What follows belongs to an exercise in optimizing a design on an open flow for small area; a production flow would make more cautious choices.
Where RTL was checked, it was by simulation tests only, not by an equivalence proof against the original.
Only the layout flow was run in run 1; the RTL was not checked for function there.
Power figures rest on the tool's default switching activity, not on a simulated workload.

[design.v]
module fanctl_add #(parameter W = 8) (
    input  wire [W-1:0] a,
    input  wire [W-1:0] b,
    input  wire         ci,
    output wire [W-1:0] s
);
    wire [W:0] c;
    assign c[0] = ci;
    genvar i;
    generate for (i = 0; i < W; i = i + 1) begin : g
        assign s[i]   = a[i] ^ b[i] ^ c[i];
        assign c[i+1] = (a[i] & b[i]) | (c[i] & (a[i] ^ b[i]));
    end endgenerate
endmodule
module fanctl (
    input  wire        clk,
    input  wire        rst,           
    input  wire        bus_wr,
    input  wire [2:0]  bus_addr,
    input  wire [31:0] bus_wdata,
    output reg  [31:0] bus_rdata,
    input  wire [7:0]  ticks,
    output wire        act_req,
    output wire [2:0]  act_op,
    output wire [5:0]  act_pin,
    output wire        act_val,
    input  wire        act_ack,
    input  wire        act_ok,
    input  wire [31:0] act_rdata,
    output reg         tr_set_valid,
    output wire [5:0]  tr_set_pin,
    output wire        tr_set_val,
    output reg         tr_dec_valid,
    output wire [3:0]  tr_dec_op,
    output wire [31:0] tr_dec_t,
    output reg  [3:0]  tr_dec_outcome,
    output wire [6:0]  tr_dec_perc,
    output wire        tr_dec_sleep
);
    localparam [2:0] ST_IDLE = 3'd0, ST_BUSY = 3'd1, ST_DONE = 3'd2,
                     ST_STOPPED = 3'd3, ST_FAULT = 3'd4;
    localparam [3:0] OP_FIXED = 4'h1, OP_HYST = 4'h2, OP_THERMO = 4'h3,
                     OP_RPIN = 4'h4, OP_RTEMP = 4'h5, OP_PULSE = 4'h6,
                     OP_STOP = 4'h7;
    localparam [3:0] F_NONE = 4'd0, F_SENSOR = 4'd1, F_OPEN = 4'd2,
                     F_CFG = 4'd3, F_IO = 4'd4, F_USAGE = 4'd5;
    localparam [3:0] O_SKIP = 4'd0, O_NONE = 4'd1, O_ON = 4'd2, O_OFF = 4'd3,
                     O_SLEEP = 4'd4, O_WAKE = 4'd5, O_INC = 4'd6,
                     O_DEC = 4'd7, O_HOLD = 4'd8;
    localparam [3:0] S_OPEN  = 4'b0000,
                     S_CFG   = 4'b0001,
                     S_SETH  = 4'b0010,    
                     S_GET   = 4'b0011,
                     S_CLOSE = 4'b0100,
                     S_BIND  = 4'b0101,
                     S_TREAD = 4'b0110,
                     S_SETL  = 4'b1010,    
                     S_SETV  = 4'b1011,    
                     S_WAITH = 4'b1000,
                     S_WAITL = 4'b1001,
                     S_WAITS = 4'b1100,    
                     S_IDLE  = 4'b1111;
    localparam [2:0] E_IDLE = 3'd0, E_SENSOR = 3'd1, E_OPEN = 3'd2, E_CFG = 3'd3,
                     E_IO = 3'd4, E_USAGE = 3'd5, E_DONE = 3'd6, E_STOPPED = 3'd7;
    localparam [2:0] WL_NONE = 3'd0, WL_STEP = 3'd1, WL_PH = 3'd2,
                     WL_PL = 3'd3, WL_SEC = 3'd4;
    localparam [31:0] INVALID = 32'hFFFFFC19;    
    reg [31:0] cmdlat;            
    reg        cv;                
    reg [2:0]  ctrl;              
    reg [31:0] temp;
    reg        tv;                
    reg [14:0] usec_c;            
    reg [2:0]  ecode;
    wire       e_ds  = ecode[2] & ecode[1];
    wire [2:0] state = busy ? ST_BUSY : (ecode == 3'd0) ? ST_IDLE :
                       e_ds ? {2'b01, ecode[0]} : ST_FAULT;
    wire [3:0] fcode = {1'b0, ecode & {3{!e_ds}}};
    reg        held, sbound, line, lvalid, sleep, rej;
    reg [6:0]  perc;
    reg [3:0]  seq;
    reg [1:0]  l_verb;
    reg        l_sfilt;
    reg        stopreq;
    reg [14:0] wr;
    reg [5:0]  wc;
    wire        busy   = (seq != S_IDLE);
    wire [3:0]  l_op   = cmdlat[3:0];
    wire [5:0]  l_pin  = cmdlat[9:4];
    wire [5:0]  f_fld  = cmdlat[15:10];
    wire [15:0] l_arg  = cmdlat[31:16];
    wire        setv   = wr[0];
    wire op_fixed  = (l_op[2:0] == 3'd1);
    wire op_hyst   = (l_op[2:0] == 3'd2);
    wire op_thermo = (l_op[2:0] == 3'd3);
    wire op_rpin   = (l_op[2:0] == 3'd4);
    wire op_pulse  = (l_op[2:0] == 3'd6);
    wire [17:0] u9;
    fanctl_add #(15) a_u9 (.a({3'd0, usec_c[14:3]}), .b(usec_c), .ci(1'b0), .s(u9[17:3]));
    assign u9[2:0] = usec_c[2:0];
    wire [18:0] u25;
    fanctl_add #(15) a_u25 (.a({1'b0, u9[17:4]}), .b(usec_c), .ci(1'b0), .s(u25[18:4]));
    assign u25[3:0] = u9[3:0];
    wire [20:0] usec = {u25, 2'b00};
    wire [31:0] status = {9'd0, perc, 3'd0, rej, fcode, sleep, lvalid, line,
                          sbound, held, state};
    always @(*) begin
        case (bus_addr)
            3'd0:    bus_rdata = cmdlat & {32{cv}};
            3'd1:    bus_rdata = status;
            3'd2:    bus_rdata = {29'd0, ctrl};
            3'd3:    bus_rdata = tv ? temp : INVALID;
            3'd4:    bus_rdata = {11'd0, usec};
            default: bus_rdata = 32'd0;
        endcase
    end
    wire cmd_wr   = bus_wr && (bus_addr == 3'd0);
    wire ctrl_wr  = bus_wr && (bus_addr == 3'd2);
    wire w_stop   = (bus_wdata[3:0] == OP_STOP);
    wire stop_now = stopreq | (cmd_wr && w_stop);
    wire acc      = cmd_wr && !busy && !w_stop;
    wire [3:0]  w_op   = bus_wdata[3:0];
    wire [5:0]  w_pin  = bus_wdata[9:4];
    wire [5:0]  w_freq = bus_wdata[15:10];
    wire [15:0] w_arg  = bus_wdata[31:16];
    reg w_valid;
    always @(*) begin
        case (w_op)
            OP_FIXED, OP_PULSE: w_valid = (w_pin <= 6'd53) && (w_freq <= 6'd50) && (w_arg <= 16'd100);
            OP_HYST:            w_valid = (w_pin <= 6'd53);
            OP_THERMO:          w_valid = (w_pin <= 6'd53) && (w_freq <= 6'd50);
            OP_RPIN:            w_valid = (w_pin <= 6'd53);
            OP_RTEMP:           w_valid = 1'b1;
            default:            w_valid = 1'b0;
        endcase
    end
    wire [13:0] q =
        (f_fld == 6'd0) ? 14'd400 :
        (f_fld == 6'd1) ? 14'd10000 :
        (f_fld == 6'd2) ? 14'd5000 :
        (f_fld == 6'd3) ? 14'd3333 :
        (f_fld == 6'd4) ? 14'd2500 :
        (f_fld == 6'd5) ? 14'd2000 :
        (f_fld == 6'd6) ? 14'd1666 :
        (f_fld == 6'd7) ? 14'd1428 :
        (f_fld == 6'd8) ? 14'd1250 :
        (f_fld == 6'd9) ? 14'd1111 :
        (f_fld == 6'd10) ? 14'd1000 :
        (f_fld == 6'd11) ? 14'd909 :
        (f_fld == 6'd12) ? 14'd833 :
        (f_fld == 6'd13) ? 14'd769 :
        (f_fld == 6'd14) ? 14'd714 :
        (f_fld == 6'd15) ? 14'd666 :
        (f_fld == 6'd16) ? 14'd625 :
        (f_fld == 6'd17) ? 14'd588 :
        (f_fld == 6'd18) ? 14'd555 :
        (f_fld == 6'd19) ? 14'd526 :
        (f_fld == 6'd20) ? 14'd500 :
        (f_fld == 6'd21) ? 14'd476 :
        (f_fld == 6'd22) ? 14'd454 :
        (f_fld == 6'd23) ? 14'd434 :
        (f_fld == 6'd24) ? 14'd416 :
        (f_fld == 6'd25) ? 14'd400 :
        (f_fld == 6'd26) ? 14'd384 :
        (f_fld == 6'd27) ? 14'd370 :
        (f_fld == 6'd28) ? 14'd357 :
        (f_fld == 6'd29) ? 14'd344 :
        (f_fld == 6'd30) ? 14'd333 :
        (f_fld == 6'd31) ? 14'd322 :
        (f_fld == 6'd32) ? 14'd312 :
        (f_fld == 6'd33) ? 14'd303 :
        (f_fld == 6'd34) ? 14'd294 :
        (f_fld == 6'd35) ? 14'd285 :
        (f_fld == 6'd36) ? 14'd277 :
        (f_fld == 6'd37) ? 14'd270 :
        (f_fld == 6'd38) ? 14'd263 :
        (f_fld == 6'd39) ? 14'd256 :
        (f_fld == 6'd40) ? 14'd250 :
        (f_fld == 6'd41) ? 14'd243 :
        (f_fld == 6'd42) ? 14'd238 :
        (f_fld == 6'd43) ? 14'd232 :
        (f_fld == 6'd44) ? 14'd227 :
        (f_fld == 6'd45) ? 14'd222 :
        (f_fld == 6'd46) ? 14'd217 :
        (f_fld == 6'd47) ? 14'd212 :
        (f_fld == 6'd48) ? 14'd208 :
        (f_fld == 6'd49) ? 14'd204 :
        14'd200;
    wire [6:0]  duty = op_thermo ? perc : l_arg[6:0];
    wire [14:0] usec_pulse;
    fanctl_add #(15) a_us (.a(usec_c), .b({1'b0, q}), .ci(1'b0), .s(usec_pulse));
    wire        usec_ovf = (usec_pulse >= 15'd10000);        
    wire        in_wait = (seq[3:2] == 2'b10 && !seq[1]) || (seq == S_WAITS);
    wire [14:0] wq      = (seq == S_WAITS) ? 15'd20000 : {q, 1'b0};
    wire [15:0] wx;
    fanctl_add #(16) a_wx (.a({1'b0, wr}), .b(~{8'd0, ticks}), .ci(1'b1), .s(wx));
    wire        t_ge_r  = wx[15] || (wx == 16'd0);
    wire        wdone   = t_ge_r && (wc == 6'd0);
    wire [14:0] wr_wrap;
    fanctl_add #(15) a_ww (.a(wq), .b(wx[14:0]), .ci(1'b0), .s(wr_wrap));
    wire [31:0] rd   = act_rdata;
    wire [15:0] tgt  = l_arg;
    wire        d_sat = !((rd[31:26] == 6'b000000) || (rd[31:26] == 6'b111111));
    wire [17:0] dx;
    fanctl_add #(18) a_dx (.a(rd[27:10]), .b(~{{2{tgt[15]}}, tgt}), .ci(1'b1), .s(dx));
    wire [17:0] z3;
    assign z3[0] = tgt[0];
    fanctl_add #(17) a_z3 (.a({tgt[15], tgt}), .b({{2{tgt[15]}}, tgt[15:1]}), .ci(1'b0), .s(z3[17:1]));
    wire [24:0] da;
    fanctl_add #(25) a_da (.a({dx, rd[9:3]}), .b({{7{z3[17]}}, z3}), .ci(1'b0), .s(da));
    wire signed [24:0] sda = da;
    wire [2:0]  dr   = rd[2:0];
    wire        tneg = tgt[15];
    wire        tz   = (tgt == 16'd0);
    wire        c_lo    = d_sat ? rd[31]  : (sda < -25'sd625);                        
    wire        c_hi    = d_sat ? !rd[31] : !da[24];                                   
    wire        c_above = d_sat ? !rd[31] : (!da[24] && (da != 25'd0 || dr != 3'd0));  
    wire        c_inc   = d_sat ? !rd[31] : ((sda > 25'sd62) ||
                          (sda == 25'sd62 && dr >= (tneg ? 3'd5 : 3'd4)));            
    wire        c_dec   = d_sat ? rd[31]  : ((sda < -25'sd63) ||
                          (sda == -25'sd63 && dr < ((tneg | tz) ? 3'd5 : 3'd4)));     
    wire        th_skip = l_sfilt && (rd == INVALID);
    wire       ev_down = !c_inc || (perc == 7'd100);
    wire [6:0] perc_pm;
    fanctl_add #(7) a_pm (.a(perc), .b({{6{ev_down}}, 1'b1}), .ci(1'b0), .s(perc_pm));
    reg [3:0] ev_out;
    reg       ev_sleep;
    reg [6:0] ev_perc;
    always @(*) begin
        ev_sleep = sleep;
        ev_perc  = perc;
        if (th_skip) begin
            ev_out = O_SKIP;
        end else if (c_lo && !sleep) begin
            ev_sleep = 1'b1;
            ev_out   = O_SLEEP;
        end else if (c_hi && sleep) begin
            ev_sleep = 1'b0;
            ev_out   = O_WAKE;
        end else if (!sleep) begin
            if (c_inc && (perc != 7'd100)) begin
                ev_perc = perc_pm;
                ev_out  = O_INC;
            end else if (c_dec && (perc != 7'd0)) begin
                ev_perc = perc_pm;
                ev_out  = O_DEC;
            end else begin
                ev_out  = O_HOLD;
            end
        end else begin
            ev_out = O_NONE;
        end
    end
    function [3:0] th_dispatch(input s, input [6:0] p);
        if (s || p == 7'd100) th_dispatch = S_GET;
        else if (p == 7'd0)   th_dispatch = S_SETL;
        else                  th_dispatch = S_SETH;
    endfunction
    assign act_req = !seq[3] || (seq[3:1] == 3'b101);
    assign act_op  = seq[3] ? 3'd2 : seq[2:0];
    assign act_pin = l_pin;
    assign act_val = (seq == S_SETH) || ((seq == S_SETV) && setv);
    assign tr_set_pin   = l_pin;
    assign tr_set_val   = line;
    assign tr_dec_op    = l_op;
    assign tr_dec_t     = temp;
    assign tr_dec_perc  = perc;
    assign tr_dec_sleep = sleep;
    wire g = act_rdata[0];
    wire ack = act_req && act_ack;
    reg  [3:0] n_seq;
    reg        t_do, t_h;
    reg  [2:0] t_e;
    reg        g_do;
    reg  [3:0] g_lbl;
    reg        pe;
    reg        line_we, line_v, lvalid_v;
    reg        held_set, close_ack, sbound_set;
    reg        setv_we, setv_v, hyf_we;
    reg  [2:0] wl;
    reg        u_zero, u_sec, u_pulse;
    reg        temp_ld, th_ld;
    reg        dec_do, set_do;
    reg  [3:0] dec_out;
    always @(*) begin
        n_seq = seq;
        t_do = 1'b0; t_h = held; t_e = E_STOPPED;
        g_do = 1'b0; g_lbl = seq;
        pe = 1'b0;
        line_we = 1'b0; line_v = 1'b0; lvalid_v = 1'b0;
        held_set = 1'b0; close_ack = 1'b0; sbound_set = 1'b0;
        setv_we = 1'b0; setv_v = 1'b0; hyf_we = 1'b0;
        wl = WL_NONE;
        u_zero = 1'b0; u_sec = 1'b0; u_pulse = 1'b0;
        temp_ld = 1'b0; th_ld = 1'b0;
        dec_do = 1'b0; set_do = 1'b0; dec_out = ev_out;
        if (in_wait) begin
            if (ticks != 8'd0) begin
                if (stop_now)
                    t_do = 1'b1;
                else if (!wdone)
                    wl = WL_STEP;
                else case (seq)
                    S_WAITH: n_seq = S_SETL;
                    S_WAITL: pe = 1'b1;
                    default: begin
                        u_sec = op_thermo;
                        n_seq = S_TREAD;              
                    end
                endcase
            end
        end else if (ack) begin
            case (seq)
                S_OPEN: begin
                    if (!act_ok) begin
                        t_do = 1'b1; t_h = 1'b0; t_e = E_OPEN;
                    end else begin
                        held_set = 1'b1; t_h = 1'b1;
                        g_do = 1'b1; g_lbl = op_rpin ? S_GET : S_CFG;
                    end
                end
                S_CFG: begin
                    if (!act_ok) begin
                        t_do = 1'b1; t_e = E_CFG;
                    end else begin
                        g_do = 1'b1;
                        if (op_fixed) begin
                            if (l_arg[6:0] == 7'd0 || l_arg[6:0] == 7'd100) begin
                                setv_we = 1'b1; setv_v = l_arg[2];
                                g_lbl = S_SETV;
                            end else
                                g_lbl = S_SETH;
                        end else if (op_pulse)
                            g_lbl = (l_arg[6:0] != 7'd0) ? S_SETH : S_SETL;
                        else if (op_hyst)
                            g_lbl = S_BIND;           
                        else
                            g_lbl = S_SETH;           
                    end
                end
                S_SETH, S_SETL, S_SETV: begin
                    line_we = 1'b1;
                    if (!act_ok) begin
                        t_do = 1'b1; t_e = E_IO;
                    end else begin
                        lvalid_v = 1'b1;
                        set_do = 1'b1;
                        if (seq == S_SETH) begin
                            line_v = 1'b1;
                            wl = WL_PH;
                            g_do = 1'b1; g_lbl = S_WAITH;
                        end else if (seq == S_SETL) begin
                            if (duty == 7'd100) pe = 1'b1;
                            else begin
                                wl = WL_PL;
                                g_do = 1'b1; g_lbl = S_WAITL;
                            end
                        end else begin
                            line_v = setv;
                            if (op_fixed) begin
                                t_do = 1'b1; t_e = E_DONE;
                            end else begin
                                dec_do = op_hyst;
                                dec_out = setv ? O_ON : O_OFF;
                                wl = WL_SEC;
                                g_do = 1'b1; g_lbl = S_WAITS;
                            end
                        end
                    end
                end
                S_GET: begin
                    line_we = 1'b1;
                    if (!act_ok) begin
                        t_do = 1'b1; t_e = E_IO;
                    end else begin
                        line_v = g; lvalid_v = 1'b1;
                        g_do = 1'b1;
                        if (op_rpin) begin
                            g_do = 1'b0;
                            t_do = 1'b1; t_e = E_DONE;
                        end else if (op_hyst) begin
                            if (wr[1] && !g) begin
                                setv_we = 1'b1; setv_v = 1'b1;
                                g_lbl = S_SETV;
                            end else if (wr[2] && g) begin
                                setv_we = 1'b1; setv_v = 1'b0;
                                g_lbl = S_SETV;
                            end else begin
                                dec_do = 1'b1; dec_out = O_NONE;
                                wl = WL_SEC;
                                g_lbl = S_WAITS;
                            end
                        end else begin
                            if (g == sleep) begin
                                setv_we = 1'b1; setv_v = !sleep;
                                g_lbl = S_SETV;
                            end else begin
                                wl = WL_SEC;
                                g_lbl = S_WAITS;
                            end
                        end
                    end
                end
                S_BIND: begin
                    if (!act_ok) begin
                        t_do = 1'b1; t_e = E_SENSOR;
                    end else begin
                        sbound_set = 1'b1;
                        g_do = 1'b1; g_lbl = S_TREAD;
                    end
                end
                S_TREAD: begin
                    temp_ld = 1'b1;
                    if (op_hyst) begin
                        g_do = 1'b1;
                        if (th_skip) begin
                            dec_do = 1'b1; dec_out = O_SKIP;
                            wl = WL_SEC;
                            g_lbl = S_WAITS;
                        end else begin
                            hyf_we = 1'b1;
                            g_lbl = S_GET;
                        end
                    end else if (op_thermo) begin
                        u_zero = 1'b1;
                        th_ld = 1'b1;
                        dec_do = 1'b1;
                        g_do = 1'b1; g_lbl = th_dispatch(ev_sleep, ev_perc);
                    end else begin
                        t_do = 1'b1; t_e = E_DONE;
                    end
                end
                default: begin  
                    close_ack = 1'b1;
                    n_seq = S_IDLE;
                end
            endcase
        end
        if (pe) begin
            if (op_fixed) begin
                g_do = 1'b1; g_lbl = S_SETH;
            end else if (op_pulse) begin
                t_do = 1'b1; t_e = E_DONE;
            end else begin
                u_pulse = 1'b1;
                g_do = 1'b1;
                g_lbl = usec_ovf ? (sbound ? S_TREAD : S_BIND) : (perc == 7'd0) ? S_SETL : S_SETH;
            end
        end
        if (g_do) begin
            if (stop_now) begin
                t_do = 1'b1; t_e = E_STOPPED;
            end else
                n_seq = g_lbl;
        end
        if (t_do)
            n_seq = t_h ? S_CLOSE : S_IDLE;
    end
    wire pend_we = t_do && t_h;
    wire st_we   = t_do && !t_h;
    wire clr = rst || acc;
    always @(posedge clk) begin
        if (rst)          ctrl <= 3'b100;
        else if (ctrl_wr) ctrl <= bus_wdata[2:0];
        if (acc) cmdlat <= bus_wdata;
        if (rst)      cv <= 1'b0;
        else if (acc) cv <= 1'b1;
        if (acc) begin
            l_verb  <= ctrl[1:0];
            l_sfilt <= ctrl[2];
        end
        if (temp_ld) temp <= act_rdata;
        if (clr)          tv <= 1'b0;
        else if (temp_ld) tv <= 1'b1;
        if (clr || u_zero) usec_c <= 15'd0;
        else if (u_sec)    usec_c <= 15'd10000;
        else if (u_pulse)  usec_c <= usec_pulse;
        if (rst)            ecode <= E_IDLE;
        else if (acc)       ecode <= w_valid ? E_IDLE : E_USAGE;
        else if (st_we)     ecode <= t_e;
        else if (close_ack) ecode <= wr[2:0];
        if (rst)           seq <= S_IDLE;
        else if (acc)      seq <= !w_valid ? S_IDLE : (w_op == OP_RTEMP) ? S_BIND : S_OPEN;
        else               seq <= n_seq;
        if (clr || close_ack) held <= 1'b0;
        else if (held_set)    held <= 1'b1;
        if (clr)             sbound <= 1'b0;
        else if (sbound_set) sbound <= 1'b1;
        if (clr) begin
            line   <= 1'b0;
            lvalid <= 1'b0;
        end else if (line_we) begin
            line   <= line_v;
            lvalid <= lvalid_v;
        end
        if (clr) begin
            sleep <= 1'b0;
            perc  <= (rst || w_op != OP_THERMO) ? 7'd0 : 7'd50;
        end else if (th_ld) begin
            sleep <= ev_sleep;
            perc  <= ev_perc;
        end
        if (clr)                     rej <= 1'b0;
        else if (cmd_wr && !w_stop)  rej <= 1'b1;
        if (acc)                     stopreq <= 1'b0;
        else if (cmd_wr && w_stop)   stopreq <= 1'b1;
        if (pend_we)
            wr[2:0] <= t_e;
        else begin
            case (wl)
                WL_STEP: wr <= t_ge_r ? wr_wrap : wx[14:0];
                WL_PH, WL_PL: wr <= duty[0] ? {1'b0, q} : {q, 1'b0};
                WL_SEC:  wr <= 15'd20000;
                default: ;
            endcase
            if (setv_we) wr[0] <= setv_v;
            if (hyf_we)  wr[2:1] <= {c_lo, c_above};
        end
        case (wl)
            WL_STEP: if (t_ge_r) wc <= wc - 6'd1;
            WL_PH:   wc <= duty[6:1] - {5'd0, !duty[0]};
            WL_PL:   wc <= 6'd49 - duty[6:1];
            WL_SEC:  wc <= 6'd49;
            default: ;
        endcase
        tr_set_valid   <= !rst && set_do && l_verb[1];
        tr_dec_valid   <= !rst && dec_do && (l_verb != 2'd0);
        tr_dec_outcome <= dec_out;
    end
endmodule
[constraint.sdc]
create_clock -name core_clock -period 50.0 [get_ports {clk}]
set_input_delay 10.0000 -clock core_clock [delete_from_list [all_inputs] [get_ports {clk}]]
set_output_delay 10.0000 -clock core_clock [all_outputs]
set_load 0.01 [all_outputs]
[config.mk]
export PLATFORM = sky130hd
export DESIGN_NAME = fanctl
export DESIGN_NICKNAME = fanctl
export VERILOG_FILES = /design/flow/design.v
export SDC_FILE = /design/flow/constraint.sdc
export NUM_CORES = 4
export LEC_CHECK = 0
export ABC_AREA = 1
export CAP_MARGIN = 20
export CORE_MARGIN = 2
export CORE_UTILIZATION = 50
export CTS_BUF_LIST = sky130_fd_sc_hd__clkbuf_8
export PLACE_DENSITY = 0.6
export SLEW_MARGIN = 20
[flow/run.sh]
#!/bin/bash
# Own layout flow: the standard flow (standard.sh) with two changes:
#  - ABC maps the synthesised logic with an area-oriented script (flow/abc_area.script)
#    in place of ORFS's abc_area.script; everything else in synthesis is unchanged;
#  - the port buffers that placement inserts are the smallest buffer (buf_1), and
#    synthesis adds no buffers of its own between registers and ports (placement buffers
#    every port anyway).
# Each tool's output is kept in the ORFS logs under orfs/logs; standard.sh's own output
# goes to standard.log in this folder.
set -euo pipefail
W=$(pwd)
rm -rf "$W/scripts_own"
cp -r "$FLOW_HOME/scripts" "$W/scripts_own"
cp "$W/flow/abc_area.script" "$W/scripts_own/abc_area.script"
export SCRIPTS_DIR="$W/scripts_own"
export BUFFER_PORTS_ARGS="-buffer_cell sky130_fd_sc_hd__buf_1"
export SYNTH_INSBUF=0
bash "$W/standard.sh" > "$W/standard.log" 2>&1
[flow/abc_area.script]
strash
&get -n
&st
&dch
&nf -R 1000
&put
strash
&get -n
&st
&dch
&nf -R 1000
&put
strash
&get -n
&st
&dch
&nf -R 1000
&put
topo
[standard.sh]
#!/bin/bash
# synth_recipe.tcl (not shown) runs the flow's synth.tcl, then flattens the netlist and writes it again
# the make line also repeats each setting of config.mk as NAME=value (left out here)
make -C /OpenROAD-flow-scripts/flow DESIGN_CONFIG=/design/flow/config.mk WORK_HOME=/design/flow/orfs CLKGATE_MAP_FILE= SYNTH_SCRIPT=/design/flow/synth_recipe.tcl "${@:-finish}"
==> results of run 1 <==
## synthesized netlist by cell type, types with 14 or more instances
library cell               count
sky130_fd_sc_hd__a211oi_1     15
sky130_fd_sc_hd__a21oi_1      54
sky130_fd_sc_hd__a22oi_1      34
sky130_fd_sc_hd__a31oi_1      22
sky130_fd_sc_hd__clkinv_1    139
sky130_fd_sc_hd__dfxtp_1      40
sky130_fd_sc_hd__edfxtp_1     95
sky130_fd_sc_hd__fa_1        114
sky130_fd_sc_hd__ha_1         34
sky130_fd_sc_hd__nand2_1     149
sky130_fd_sc_hd__nand2b_1     14
sky130_fd_sc_hd__nand3_1      46
sky130_fd_sc_hd__nand4_1      17
sky130_fd_sc_hd__nor2_1      134
sky130_fd_sc_hd__nor3_1       45
sky130_fd_sc_hd__nor4_1       22
sky130_fd_sc_hd__o21ai_0      82
sky130_fd_sc_hd__xnor2_1      14
## stage by stage
| stage | instance area, µm² | instances | total power, W | hold slack [ps] | util |
|---|---|---|---|---|---|
| 2_1_floorplan | 11200 | 1221 | 0.000160 | 428 | - |
| 3_3_place_gp | 12400 | 1695 | 0.000178 | 454 | 0.565 |
| 3_5_place_dp | 12400 | 1696 | 0.000180 | 463 | 0.565 |
| 4_1_cts | 12800 | 1728 | 0.000277 | 480 | 0.584 |
| 5_1_grt | 12800 | 1729 | 0.000289 | 501 | 0.585 |
| 6_report | 12800 | 1729 | 0.000278 | 485 | 0.585 |
## final timing paths
kind | to | slack (ps) | cells past startpoint
max | seq[0] | 26900 | 46
min | cv | 480 | 2
min reg2reg | cv | 480 | 2
max reg2reg | seq[0] | 34960 | 46
## worst min-delay path, stage by stage, from the launching register on
cell                      delay [ps]
sky130_fd_sc_hd__dfxtp_1         330
sky130_fd_sc_hd__nor2_1           40
sky130_fd_sc_hd__nor2_1           80
## metal layers
metal	vias to the layer above	wire length [µm]	share of wire
met3	79	3990	0.10
met2	636	18300	0.46
met5	-	0	0
met4	0	1270	0.032
met1	5055	16300	0.41
li1	4791	-	-
## flip-flops by register name, indices dropped and copies added, names as in the netlist, 2 cells and up
register	cells
cmdlat	32
temp	32
usec_c	15
wr	15
perc	7
wc	6
seq	4
tr_dec_outcome	4
ctrl	3
ecode	3
l_verb	2
## kinds of logic after synthesis
logic type      after synthesis  synth area share
mux                          14            0.0129
buf+inv                     139            0.0466
fa+ha+maj                   148             0.242
xor+xnor                     19            0.0148
compound gates              273             0.153
flops                       135             0.326
simple gates                493             0.205
## final cells by class
| cell class | instances | area (µm²) |
|---|---|---|
| inverters | 139 | 522 |
| multi-input cells | 947 | 7060 |
| clock buffers | 19 | 262 |
| well taps | 280 | 350 |
| fillers | 2039 | 9070 |
| flip-flops and latches | 135 | 3650 |
| clock inverters | 13 | 154 |
| repair buffers | 196 | 816 |
## power groups by stage
stage	registers (W)	clock network, W	logic, W
global placement	0.000128	0	0.0000505
finish	0.000126	0.0000997	0.0000528
detailed placement	0.000128	0	0.0000518
floorplan	0.000127	0	0.0000326
global route	0.000126	0.000105	0.0000584
CTS	0.000125	0.000100	0.0000521
==> impl_results.html, run 1 <==
<table>
<tr><th>Metric</th><th>Value</th></tr>
<tr><th colspan="2">Run status</th></tr>
<tr><td>Run status</td><td>no timing/DRC/antenna violations</td></tr>
<tr><th colspan="2">Hold path</th></tr>
<tr><td>Worst hold start</td><td>cv</td></tr>
<tr><td>Hold/Removal Path Class</td><td>flip-flop to flip-flop</td></tr>
<tr><th colspan="2">Routing</th></tr>
<tr><td>Average routed wire per standard cell</td><td>23.1 µm</td></tr>
<tr><td>Number of violations reported at the end of detailed-routing iteration 0</td><td>1152</td></tr>
<tr><td>Post-DRT Antenna Nets</td><td>0</td></tr>
<tr><td>Number of iterations in the first detailed-routing pass</td><td>6</td></tr>
<tr><td>Total wire length after detailed routing</td><td>39900 µm</td></tr>
<tr><td>Mean number of vias per cell</td><td>6.11</td></tr>
<tr><td>Final routed DRC violation total</td><td>0</td></tr>
<tr><td>Vias</td><td>10.6k</td></tr>
<tr><th colspan="2">Critical path</th></tr>
<tr><td>Required time of the critical path</td><td>50320 ps</td></tr>
<tr><td>Origin of the critical flop-to-flop path</td><td>cmdlat[18]</td></tr>
<tr><td>Slowest stage delay, CP</td><td>460 ps</td></tr>
<tr><td>Start-to-end type of the worst setup path</td><td>input pin to flip-flop</td></tr>
<tr><td>Crit path max-delay family</td><td>adder cells</td></tr>
<tr><td>Cell type with the highest occurrence count on the critical path</td><td>sky130_fd_sc_hd__fa_1</td></tr>
<tr><td>Critical path fanouts, max</td><td>7</td></tr>
<tr><td>Critical path launch point type</td><td>input pin</td></tr>
<tr><td>Kind of end point of the critical path</td><td>flip-flop</td></tr>
<tr><td>Worst endpoint data arrival time</td><td>23410 ps</td></tr>
<tr><td>Worst path buffer plus inverter count</td><td>5</td></tr>
<tr><td>Crit. Startpoint</td><td>act_rdata[3]</td></tr>
<tr><td>Library cell contributing the largest single delay on the critical path</td><td>sky130_fd_sc_hd__fa_1</td></tr>
<tr><th colspan="2">Timing</th></tr>
<tr><td>Aggregate negative setup slack</td><td>0 ps</td></tr>
<tr><td>Crit path setup slack, layout</td><td>26900 ps</td></tr>
<tr><td>Fin. max-slew vios</td><td>0</td></tr>
<tr><td>Actual transition at the worst max-transition pin</td><td>1100 ps</td></tr>
<tr><td>Final number of hold-violating endpoints</td><td>0</td></tr>
<tr><td>Relative slew slack</td><td>0.264</td></tr>
<tr><td>Post-layout minimum cycle time</td><td>23100 ps</td></tr>
<tr><td>Highest achievable clock rate</td><td>43.3 MHz</td></tr>
<tr><td>Setup repair after global routing missed its margin</td><td>false</td></tr>
<tr><td>Fin crit share</td><td>0.462</td></tr>
<tr><td>Number of endpoints failing setup at the final stage</td><td>0</td></tr>
<tr><td>Post-route clock skew</td><td>19.7 ps</td></tr>
<tr><th colspan="2">Logic synthesis</th></tr>
<tr><td>Total nets after synthesis</td><td>1449</td></tr>
<tr><td>Sequential element share of the synthesized area</td><td>0.326</td></tr>
<tr><td>Yosys warnings</td><td>1</td></tr>
<tr><td>Share of async-settable or async-resettable flops after synthesis</td><td>0</td></tr>
<tr><td>Share of Yosys cell area claimed by the top area cell type</td><td>0.255</td></tr>
<tr><td>Number of flip-flops and latches in the synthesized netlist</td><td>135</td></tr>
<tr><td>Dominant cells by area after synthesis</td><td>sky130_fd_sc_hd__edfxtp_1 (25%), sky130_fd_sc_hd__fa_1 (20%), sky130_fd_sc_hd__dfxtp_1 (7.1%), sky130_fd_sc_hd__nand2_1 (5.0%), sky130_fd_sc_hd__clkinv_1 (4.7%)</td></tr>
<tr><td>Yosys cell types</td><td>56</td></tr>
<tr><td>Number of synthesized flops with an enable pin</td><td>95</td></tr>
<tr><td>Post-synth top flop</td><td>sky130_fd_sc_hd__edfxtp_1</td></tr>
<tr><td>Library cell occupying the most area in the post-synthesis netlist</td><td>sky130_fd_sc_hd__edfxtp_1</td></tr>
<tr><td>Number of instances in the synthesized netlist</td><td>1221</td></tr>
<tr><td>Syn Area/Cell</td><td>9.18 µm²</td></tr>
<tr><td>Post-synthesis instance area</td><td>11200 µm²</td></tr>
<tr><th colspan="2">Final layout</th></tr>
<tr><td>Most common cell after layout, fill and taps aside</td><td>sky130_fd_sc_hd__buf_1</td></tr>
<tr><td>Antenna diode count</td><td>0</td></tr>
<tr><td>Final Net Count</td><td>1664</td></tr>
<tr><td>Layout Area Growth over Synthesis</td><td>14.3%</td></tr>
<tr><td>Ratio of cells with drive above 1 in the final layout</td><td>0.0366</td></tr>
<tr><td>Commonest non-fill, non-tap cells in the layout</td><td>sky130_fd_sc_hd__buf_1 (179), sky130_fd_sc_hd__nand2_1 (149), sky130_fd_sc_hd__clkinv_1 (139)</td></tr>
<tr><th colspan="2">Clock network</th></tr>
<tr><td>CTS Buffer Depth</td><td>2</td></tr>
<tr><td>Number of clock sinks</td><td>135</td></tr>
<tr><td>Clock Tree Root</td><td>sky130_fd_sc_hd__clkbuf_8</td></tr>
<tr><td>Number of H-tree levels</td><td>4</td></tr>
<tr><td>CTS tree</td><td>done</td></tr>
<tr><td>Source-to-sink clock delay at the later pin of the worst-skew pair</td><td>450 ps</td></tr>
<tr><td>Inserted Clock Buffers</td><td>17</td></tr>
<tr><td>Post-CTS setup buffer count</td><td>0</td></tr>
<tr><td>Clock transition at the registers of the reported paths</td><td>90 ps</td></tr>
<tr><td>Resized Gates After CTS</td><td>0</td></tr>
<tr><td>Cts-stage hold buffer count</td><td>0</td></tr>
<tr><th colspan="2">Die</th></tr>
<tr><td>Number of ports placed on the die boundary</td><td>180</td></tr>
<tr><td>Width of the die</td><td>154 µm</td></tr>
<tr><td>Area of the die</td><td>23600 µm²</td></tr>
<tr><td>Die extent in y</td><td>154 µm</td></tr>
<tr><td>Starting utilization of the core area</td><td>0.512</td></tr>
<tr><td>Standard-cell row count</td><td>54</td></tr>
<tr><td>Placeable Area</td><td>21900 µm²</td></tr>
<tr><th colspan="2">GRT</th></tr>
<tr><td>Total routing resource utilization after global routing</td><td>0.340</td></tr>
<tr><td>GR met1 Demand/Resource</td><td>0.477</td></tr>
<tr><td>First-pass GRT wire length</td><td>61100 µm</td></tr>
<tr><td>Met2 track demand over resource in global routing</td><td>0.534</td></tr>
<tr><td>Initial antenna violation count</td><td>0</td></tr>
<tr><td>GRT overflow</td><td>0</td></tr>
<tr><td>Largest net degree at the start of global routing</td><td>47</td></tr>
<tr><td>Layer with the highest usage</td><td>met2</td></tr>
<tr><td>Met3 demand-to-capacity share in global routing</td><td>0.0620</td></tr>
<tr><td>Vias in the first global route</td><td>10.5k</td></tr>
<tr><th colspan="2">Placement</th></tr>
<tr><td>Placer congestion estimate</td><td>1.01</td></tr>
<tr><td>Number of input and output port buffers inserted</td><td>179</td></tr>
<tr><td>Post-Place Setup Slack</td><td>26590 ps</td></tr>
<tr><td>HPWL reported at the end of detailed placement</td><td>31800 µm</td></tr>
<tr><th colspan="2">Power</th></tr>
<tr><td>Maximum vdd ir drop</td><td>17.9 µV</td></tr>
<tr><td>Gate power share</td><td>0.190</td></tr>
<tr><td>Total net switching power</td><td>0.0000846 W</td></tr>
<tr><td>Pwr dens</td><td>21.7 nW/µm²</td></tr>
<tr><td>Internal Pwr Total</td><td>0.000193 W</td></tr>
<tr><td>Leakage power figure</td><td>4.61 nW</td></tr>
<tr><td>Power share of the sequential group</td><td>0.452</td></tr>
<tr><td>Clock power frac</td><td>0.359</td></tr>
<tr><td>Switching Fraction</td><td>0.304</td></tr>
<tr><th colspan="2">Flow run</th></tr>
<tr><td>Number of max-cap violations</td><td>0</td></tr>
</table>
==> run 2: changes to the inputs <==
--- a/design.v
+++ b/design.v
@@ -221,7 +221,4 @@
                           (sda == -25'sd63 && dr < ((tneg | tz) ? 3'd5 : 3'd4)));     
     wire        th_skip = l_sfilt && (rd == INVALID);
-    wire       ev_down = !c_inc || (perc == 7'd100);
-    wire [6:0] perc_pm;
-    fanctl_add #(7) a_pm (.a(perc), .b({{6{ev_down}}, 1'b1}), .ci(1'b0), .s(perc_pm));
     reg [3:0] ev_out;
     reg       ev_sleep;
@@ -240,8 +237,8 @@
         end else if (!sleep) begin
             if (c_inc && (perc != 7'd100)) begin
-                ev_perc = perc_pm;
+                ev_perc = perc + 7'd1;
                 ev_out  = O_INC;
             end else if (c_dec && (perc != 7'd0)) begin
-                ev_perc = perc_pm;
+                ev_perc = perc - 7'd1;
                 ev_out  = O_DEC;
             end else begin
@@ -306,5 +303,5 @@
                     default: begin
                         u_sec = op_thermo;
-                        n_seq = S_TREAD;              
+                        n_seq = sbound ? S_TREAD : S_BIND;
                     end
                 endcase
@@ -334,7 +331,7 @@
                             g_lbl = (l_arg[6:0] != 7'd0) ? S_SETH : S_SETL;
                         else if (op_hyst)
-                            g_lbl = S_BIND;           
+                            g_lbl = sbound ? S_TREAD : S_BIND;
                         else
-                            g_lbl = S_SETH;           
+                            g_lbl = th_dispatch(sleep, perc);
                     end
                 end
@@ -445,5 +442,5 @@
                 u_pulse = 1'b1;
                 g_do = 1'b1;
-                g_lbl = usec_ovf ? (sbound ? S_TREAD : S_BIND) : (perc == 7'd0) ? S_SETL : S_SETH;
+                g_lbl = usec_ovf ? (sbound ? S_TREAD : S_BIND) : th_dispatch(sleep, perc);
             end
         end
==> flow/run.sh (replaced) <==
#!/bin/bash
# Own layout flow: the standard flow (standard.sh) with two changes:
#  - ABC maps the synthesised logic with an area-oriented script (flow/abc_area.script)
#    in place of ORFS's abc_area.script; everything else in synthesis is unchanged;
#  - the port buffers that placement inserts are the smallest buffer (buf_1).
# Each tool's output is kept in the ORFS logs under orfs/logs; standard.sh's own output
# goes to standard.log in this folder.
set -euo pipefail
W=$(pwd)
rm -rf "$W/scripts_own"
cp -r "$FLOW_HOME/scripts" "$W/scripts_own"
cp "$W/flow/abc_area.script" "$W/scripts_own/abc_area.script"
export SCRIPTS_DIR="$W/scripts_own"
export BUFFER_PORTS_ARGS="-buffer_cell sky130_fd_sc_hd__buf_1"
bash "$W/standard.sh" > "$W/standard.log" 2>&1
==> flow/abc_area.script (replaced) <==
strash
&get -n
&st
&dch
&nf -R 1000
&put
strash
&get -n
&st
&dch
&nf -R 1000
&put
topo
--- a/config.mk
+++ b/config.mk
@@ -9,6 +9,5 @@
 export CAP_MARGIN = 20
 export CORE_MARGIN = 2
-export CORE_UTILIZATION = 50
-export CTS_BUF_LIST = sky130_fd_sc_hd__clkbuf_8
-export PLACE_DENSITY = 0.6
+export CORE_UTILIZATION = 30
+export PLACE_DENSITY = 0.5
 export SLEW_MARGIN = 20
==> run 2 against run 1 <==
Hold slack got worse by 7.0 ps. Largest power group unchanged. Wire length is 13% higher. Clock skew is 11 ps lower. Clock power rose by 22%. Count of clock-buffer cells in the layout shrank 1. Design area increased by 4.3%. Utilization decreased by 23 points. Register-to-register slack improved by 20 ps.
==> impl_results.html, run 2 <==
<table>
<tr><th>Metric</th><th>Value</th></tr>
<tr><th colspan="2">Routing</th></tr>
<tr><td>Mean number of vias per cell</td><td>5.42 (was 6.11)</td></tr>
<tr><td>Number of iterations in the first detailed-routing pass</td><td>5 (was 6)</td></tr>
<tr><td>Post-DRT Antenna Nets</td><td>0 (unchanged)</td></tr>
<tr><td>Routed length on met3</td><td>2730 µm (was 3990 µm)</td></tr>
<tr><td>Vias</td><td>10.7k (was 10.6k)</td></tr>
<tr><td>Routed metal-1 wirelength</td><td>19200 µm (was 16300 µm)</td></tr>
<tr><td>Wire length on met2</td><td>21800 µm (was 18300 µm)</td></tr>
<tr><td>Total wire length after detailed routing</td><td>45000 µm (was 39900 µm)</td></tr>
<tr><td>Final routed DRC violation total</td><td>0 (unchanged)</td></tr>
<tr><td>Highest metal layer with signal wires</td><td>met4 (unchanged)</td></tr>
<tr><td>Number of violations reported at the end of detailed-routing iteration 0</td><td>992 (was 1152)</td></tr>
<tr><td>Average routed wire per standard cell</td><td>22.8 µm (was 23.1 µm)</td></tr>
<tr><th colspan="2">Placement</th></tr>
<tr><td>Post-placement cell area</td><td>12800 µm² (was 12400 µm²)</td></tr>
<tr><td>HPWL reported at the end of detailed placement</td><td>36400 µm (was 31800 µm)</td></tr>
<tr><td>Post-Place Setup Slack</td><td>26800 ps (was 26590 ps)</td></tr>
<tr><td>Placer congestion estimate</td><td>0.967 (was 1.01)</td></tr>
<tr><td>Number of input and output port buffers inserted</td><td>179 (unchanged)</td></tr>
<tr><th colspan="2">Clock network</th></tr>
<tr><td>Source-to-sink clock delay at the later pin of the worst-skew pair</td><td>440 ps (was 450 ps)</td></tr>
<tr><td>Resized Gates After CTS</td><td>0 (unchanged)</td></tr>
<tr><td>Inserted Clock Buffers</td><td>17 (unchanged)</td></tr>
<tr><td>Clock transition at the registers of the reported paths</td><td>60 ps (was 90 ps)</td></tr>
<tr><td>CTS tree</td><td>done (unchanged)</td></tr>
<tr><td>Number of H-tree levels</td><td>4 (unchanged)</td></tr>
<tr><td>Post-CTS setup buffer count</td><td>0 (unchanged)</td></tr>
<tr><td>CTS Buffer Depth</td><td>2 (unchanged)</td></tr>
<tr><td>Clock Tree Root</td><td>sky130_fd_sc_hd__clkbuf_16 (was sky130_fd_sc_hd__clkbuf_8)</td></tr>
<tr><td>Number of clock sinks</td><td>135 (unchanged)</td></tr>
<tr><td>Cts-stage hold buffer count</td><td>0 (unchanged)</td></tr>
<tr><th colspan="2">Critical path</th></tr>
<tr><td>Reg-to-reg critical path endpoint</td><td>seq[3] (was seq[0])</td></tr>
<tr><td>Critical path launch point type</td><td>input pin (unchanged)</td></tr>
<tr><td>Slowest stage delay, CP</td><td>520 ps (was 460 ps)</td></tr>
<tr><td>Slack of the worst reg-to-reg path</td><td>34980 ps (was 34960 ps)</td></tr>
<tr><td>Worst endpoint data arrival time</td><td>23260 ps (was 23410 ps)</td></tr>
<tr><td>Origin of the critical flop-to-flop path</td><td>cmdlat[18] (unchanged)</td></tr>
<tr><td>Crit path max-delay family</td><td>adder cells (unchanged)</td></tr>
<tr><td>Kind of end point of the critical path</td><td>flip-flop (unchanged)</td></tr>
<tr><td>Cell count of the worst reg-to-reg path</td><td>44 (was 46)</td></tr>
<tr><td>Library cell contributing the largest single delay on the critical path</td><td>sky130_fd_sc_hd__or4_1 (was sky130_fd_sc_hd__fa_1)</td></tr>
<tr><td>Cell type with the highest occurrence count on the critical path</td><td>sky130_fd_sc_hd__fa_1 (unchanged)</td></tr>
<tr><td>Start-to-end type of the worst setup path</td><td>input pin to flip-flop (unchanged)</td></tr>
<tr><td>Required time of the critical path</td><td>50300 ps (was 50320 ps)</td></tr>
<tr><td>Critical path fanouts, max</td><td>8 (was 7)</td></tr>
<tr><td>Worst path buffer plus inverter count</td><td>2 (was 5)</td></tr>
<tr><th colspan="2">Die</th></tr>
<tr><td>Standard-cell row count</td><td>71 (was 54)</td></tr>
<tr><td>Width of the die</td><td>200 µm (was 154 µm)</td></tr>
<tr><td>Die extent in y</td><td>200 µm (was 154 µm)</td></tr>
<tr><td>Number of ports placed on the die boundary</td><td>180 (unchanged)</td></tr>
<tr><td>Starting utilization of the core area</td><td>0.305 (was 0.512)</td></tr>
<tr><td>Area of the die</td><td>39800 µm² (was 23600 µm²)</td></tr>
<tr><td>Placeable Area</td><td>37700 µm² (was 21900 µm²)</td></tr>
<tr><th colspan="2">Final layout</th></tr>
<tr><td>Antenna diode count</td><td>0 (unchanged)</td></tr>
<tr><td>Post-Layout Inst Area</td><td>13400 µm² (was 12800 µm²)</td></tr>
<tr><td>Most common cell after layout, fill and taps aside</td><td>sky130_fd_sc_hd__buf_1 (unchanged)</td></tr>
<tr><td>Fill count</td><td>3976 (was 2039)</td></tr>
<tr><td>Ratio of cells with drive above 1 in the final layout</td><td>0.0334 (was 0.0366)</td></tr>
<tr><td>Final Net Count</td><td>1678 (was 1664)</td></tr>
<tr><td>Layout Area Growth over Synthesis</td><td>16.5% (was 14.3%)</td></tr>
<tr><td>Commonest non-fill, non-tap cells in the layout</td><td>sky130_fd_sc_hd__buf_1 (179), sky130_fd_sc_hd__nor2_1 (159), sky130_fd_sc_hd__clkinv_1 (145) (was sky130_fd_sc_hd__buf_1 (179), sky130_fd_sc_hd__nand2_1 (149), sky130_fd_sc_hd__clkinv_1 (139))</td></tr>
<tr><td>Largest registers</td><td>cmdlat x32, temp x32 (unchanged)</td></tr>
<tr><th colspan="2">Logic synthesis</th></tr>
<tr><td>Synth Area in XOR/XNOR</td><td>0.0168 (was 0.0148)</td></tr>
<tr><td>Post-synth top flop</td><td>sky130_fd_sc_hd__edfxtp_1 (unchanged)</td></tr>
<tr><td>Yosys warnings</td><td>1 (unchanged)</td></tr>
<tr><td>Share of async-settable or async-resettable flops after synthesis</td><td>0 (unchanged)</td></tr>
<tr><td>Number of instances in the synthesized netlist</td><td>1253 (was 1221)</td></tr>
<tr><td>Post-synthesis instance area</td><td>11500 µm² (was 11200 µm²)</td></tr>
<tr><td>Library cell occupying the most area in the post-synthesis netlist</td><td>sky130_fd_sc_hd__edfxtp_1 (unchanged)</td></tr>
<tr><td>Simple-Gate Fraction of Synth Area</td><td>0.207 (was 0.205)</td></tr>
<tr><td>Total nets after synthesis</td><td>1478 (was 1449)</td></tr>
<tr><td>List of most frequent post-synthesis cells</td><td>sky130_fd_sc_hd__nor2_1 (160), sky130_fd_sc_hd__clkinv_1 (144), sky130_fd_sc_hd__nand2_1 (117), sky130_fd_sc_hd__fa_1 (109), sky130_fd_sc_hd__edfxtp_1 (95) (was sky130_fd_sc_hd__nand2_1 (149), sky130_fd_sc_hd__clkinv_1 (139), sky130_fd_sc_hd__nor2_1 (134), sky130_fd_sc_hd__fa_1 (114), sky130_fd_sc_hd__edfxtp_1 (95))</td></tr>
<tr><td>Most common cell in the netlist</td><td>sky130_fd_sc_hd__nor2_1 (was sky130_fd_sc_hd__nand2_1)</td></tr>
<tr><td>Number of synthesized flops with an enable pin</td><td>95 (unchanged)</td></tr>
<tr><td>Dominant cells by area after synthesis</td><td>sky130_fd_sc_hd__edfxtp_1 (25%), sky130_fd_sc_hd__fa_1 (19%), sky130_fd_sc_hd__dfxtp_1 (7.0%), sky130_fd_sc_hd__nor2_1 (5.2%), sky130_fd_sc_hd__clkinv_1 (4.7%) (was sky130_fd_sc_hd__edfxtp_1 (25%), sky130_fd_sc_hd__fa_1 (20%), sky130_fd_sc_hd__dfxtp_1 (7.1%), sky130_fd_sc_hd__nand2_1 (5.0%), sky130_fd_sc_hd__clkinv_1 (4.7%))</td></tr>
<tr><td>Share of cell area taken by muxes after synthesis</td><td>0.0190 (was 0.0129)</td></tr>
<tr><td>Dominant combinational cell family by area after synthesis</td><td>adder cells (unchanged)</td></tr>
<tr><td>Share of synthesized cell area in full adder, half adder and majority cells</td><td>0.229 (was 0.242)</td></tr>
<tr><td>Syn Area/Cell</td><td>9.16 µm² (was 9.18 µm²)</td></tr>
<tr><td>Sequential element share of the synthesized area</td><td>0.318 (was 0.326)</td></tr>
<tr><td>Yosys cell types</td><td>56 (unchanged)</td></tr>
<tr><td>Number of flip-flops and latches in the synthesized netlist</td><td>135 (unchanged)</td></tr>
<tr><td>Share of the synthesized area in compound gates (AO/OA/AOI/OAI)</td><td>0.152 (was 0.153)</td></tr>
<tr><td>Share of Yosys cell area claimed by the top area cell type</td><td>0.249 (was 0.255)</td></tr>
<tr><th colspan="2">Power</th></tr>
<tr><td>Power share of the sequential group</td><td>0.412 (was 0.452)</td></tr>
<tr><td>Switching Fraction</td><td>0.319 (was 0.304)</td></tr>
<tr><td>Final Power</td><td>0.000307 W (was 0.000278 W)</td></tr>
<tr><td>Maximum vdd ir drop</td><td>18.1 µV (was 17.9 µV)</td></tr>
<tr><td>Internal Pwr Total</td><td>0.000209 W (was 0.000193 W)</td></tr>
<tr><td>Gate power share</td><td>0.190 (about the same)</td></tr>
<tr><td>Total net switching power</td><td>0.0000978 W (was 0.0000846 W)</td></tr>
<tr><td>Pwr dens</td><td>22.9 nW/µm² (was 21.7 nW/µm²)</td></tr>
<tr><td>Leakage power figure</td><td>4.53 nW (was 4.61 nW)</td></tr>
<tr><td>Clock power frac</td><td>0.399 (was 0.359)</td></tr>
<tr><th colspan="2">Timing</th></tr>
<tr><td>Final number of hold-violating endpoints</td><td>0 (unchanged)</td></tr>
<tr><td>Fin crit share</td><td>0.459 (was 0.462)</td></tr>
<tr><td>Aggregate negative setup slack</td><td>0 ps (unchanged)</td></tr>
<tr><td>Post-route clock skew</td><td>8.29 ps (was 19.7 ps)</td></tr>
<tr><td>Post-layout minimum cycle time</td><td>22970 ps (was 23100 ps)</td></tr>
<tr><td>Number of endpoints failing setup at the final stage</td><td>0 (unchanged)</td></tr>
<tr><td>Fin. max-slew vios</td><td>0 (unchanged)</td></tr>
<tr><td>Highest achievable clock rate</td><td>43.5 MHz (was 43.3 MHz)</td></tr>
<tr><td>Setup repair after global routing missed its margin</td><td>false (unchanged)</td></tr>
<tr><td>Relative slew slack</td><td>0.278 (was 0.264)</td></tr>
<tr><td>Crit path setup slack, layout</td><td>27030 ps (was 26900 ps)</td></tr>
<tr><td>Actual transition at the worst max-transition pin</td><td>1080 ps (was 1100 ps)</td></tr>
<tr><th colspan="2">Run status</th></tr>
<tr><td>Run status</td><td>no timing/DRC/antenna violations (unchanged)</td></tr>
<tr><th colspan="2">GRT</th></tr>
<tr><td>Total routing resource utilization after global routing</td><td>0.230 (was 0.340)</td></tr>
<tr><td>Initial antenna violation count</td><td>1 (was 0)</td></tr>
<tr><td>GRT overflow</td><td>0 (unchanged)</td></tr>
<tr><td>Largest net degree at the start of global routing</td><td>47 (unchanged)</td></tr>
<tr><td>First-pass GRT wire length</td><td>67100 µm (was 61100 µm)</td></tr>
<tr><td>Vias in the first global route</td><td>10.7k (was 10.5k)</td></tr>
<tr><th colspan="2">Hold path</th></tr>
<tr><td>Worst Hold Endpoint</td><td>cv (unchanged)</td></tr>
<tr><td>Hold/Removal Path Class</td><td>flip-flop to flip-flop (unchanged)</td></tr>
<tr><td>Worst hold start</td><td>cv (unchanged)</td></tr>
<tr><td>Cell depth of the worst hold path</td><td>2 (unchanged)</td></tr>
<tr><th colspan="2">Flow run</th></tr>
<tr><td>Number of max-cap violations</td><td>0 (unchanged)</td></tr>
</table>
## run 2: changes by cell type after synthesis, sizes merged, moves of 5 or more
cell / previous run / this run
mux2i: 10 / 15
nand2: 149 / 117
o21ai: 82 / 68
buf: 0 / 16
a21oi: 54 / 64
a221o: 0 / 10
fa: 114 / 109
nand4: 17 / 29
a22oi: 34 / 15
nor2: 134 / 160
clkinv: 139 / 144
a31oi: 22 / 15
## run 2: final cells by class
class                      instances  area (µm²)  area share
multi-input combinational        958        7170       0.537
timing repair buffer             197         812      0.0608
sequential                       135        3650       0.273
tap                              511         639      0.0478
clock inverter                    14         116     0.00871
clock buffer                      18         429      0.0321
inverter                         144         541      0.0404
## run 2: worst max-delay path by stage
stage | start | to | slack (ps) | cells past startpoint
2_1_floorplan | act_rdata[3] | seq[3] | 27800 | 43
3_3_place_gp | act_rdata[3] | seq[3] | 26960 | 44
3_5_place_dp | act_rdata[3] | seq[3] | 26800 | 44
4_1_cts | act_rdata[3] | seq[3] | 27210 | 44
5_1_grt | act_rdata[3] | seq[3] | 26430 | 44
6_report | act_rdata[3] | seq[3] | 27030 | 44
## run 2: logic make-up after synthesis
family,count (synthesis)
buffers and inverters,160
XOR/XNOR,22
AND/OR/NAND/NOR,501
adder cells (fa/ha/maj),145
flip-flops,135
multiplexers,21
AO/OA/AOI/OAI,269
## run 2: per-layer routing
layer	vias up	track usage
li1	4895	-
met1	5285	0.305
met2	474	0.384
met3	53	0.0327
met4	0	0.0807
met5	-	0
## run 2: tightest hold or removal path: stages, from the launching register on
cell                      delay [ps]
sky130_fd_sc_hd__dfxtp_1         320
sky130_fd_sc_hd__nor2_1           40
sky130_fd_sc_hd__nor2_1           80
## run 2: stage by stage
step           hold slack, ps  cells  utilization
2_1_floorplan             430   1253            -
3_3_place_gp              447   1944        0.340
3_5_place_dp              466   1944        0.340
4_1_cts                   482   1976        0.355
5_1_grt                   501   1977        0.355
6_report                  477   1977        0.355
## run 2: power by group through the flow
| stage | clock [W] | sequential, W | combinational [W] |
|---|---|---|---|
| 3_5_place_dp | 0 | 0.000129 | 0.0000574 |
| 6_report | 0.000122 | 0.000126 | 0.0000581 |
| 2_1_floorplan | 0 | 0.000128 | 0.0000364 |
| 3_3_place_gp | 0 | 0.000129 | 0.0000573 |
| 5_1_grt | 0.000128 | 0.000127 | 0.0000649 |
| 4_1_cts | 0.000124 | 0.000126 | 0.0000578 |

what the ideal ports hide:
In the flow no input, the clock included, has a driving cell. The finished layouts below were timed again as built, in two steps. Step 1 sets driving cells, clkbuf_16 on the clock port and buf_2 on the other inputs (assumed; they add their load-dependent delay and slew). Step 2 times the ports against the registers' clock, not the clock port: input delays grow and output delays shrink by t, the midpoint of the rising clock arrivals with the driver on. Slacks: ideal / step 1 / step 2; pairs: ideal / step 1.
run	t (ns)	slack for setup (ns)	worst setup path at the end	pins driven straight from the clock port
run 1	0.490	26.902 / 26.925 / 26.435	input to register	1
run 2	0.492	27.034 / 27.066 / 26.574	input to register	1
After both steps every run listed still meets setup and hold. For run 1, which loses most, drivers alone change the setup slack by +0.023 ns; drivers and shift together by -0.467 ns.
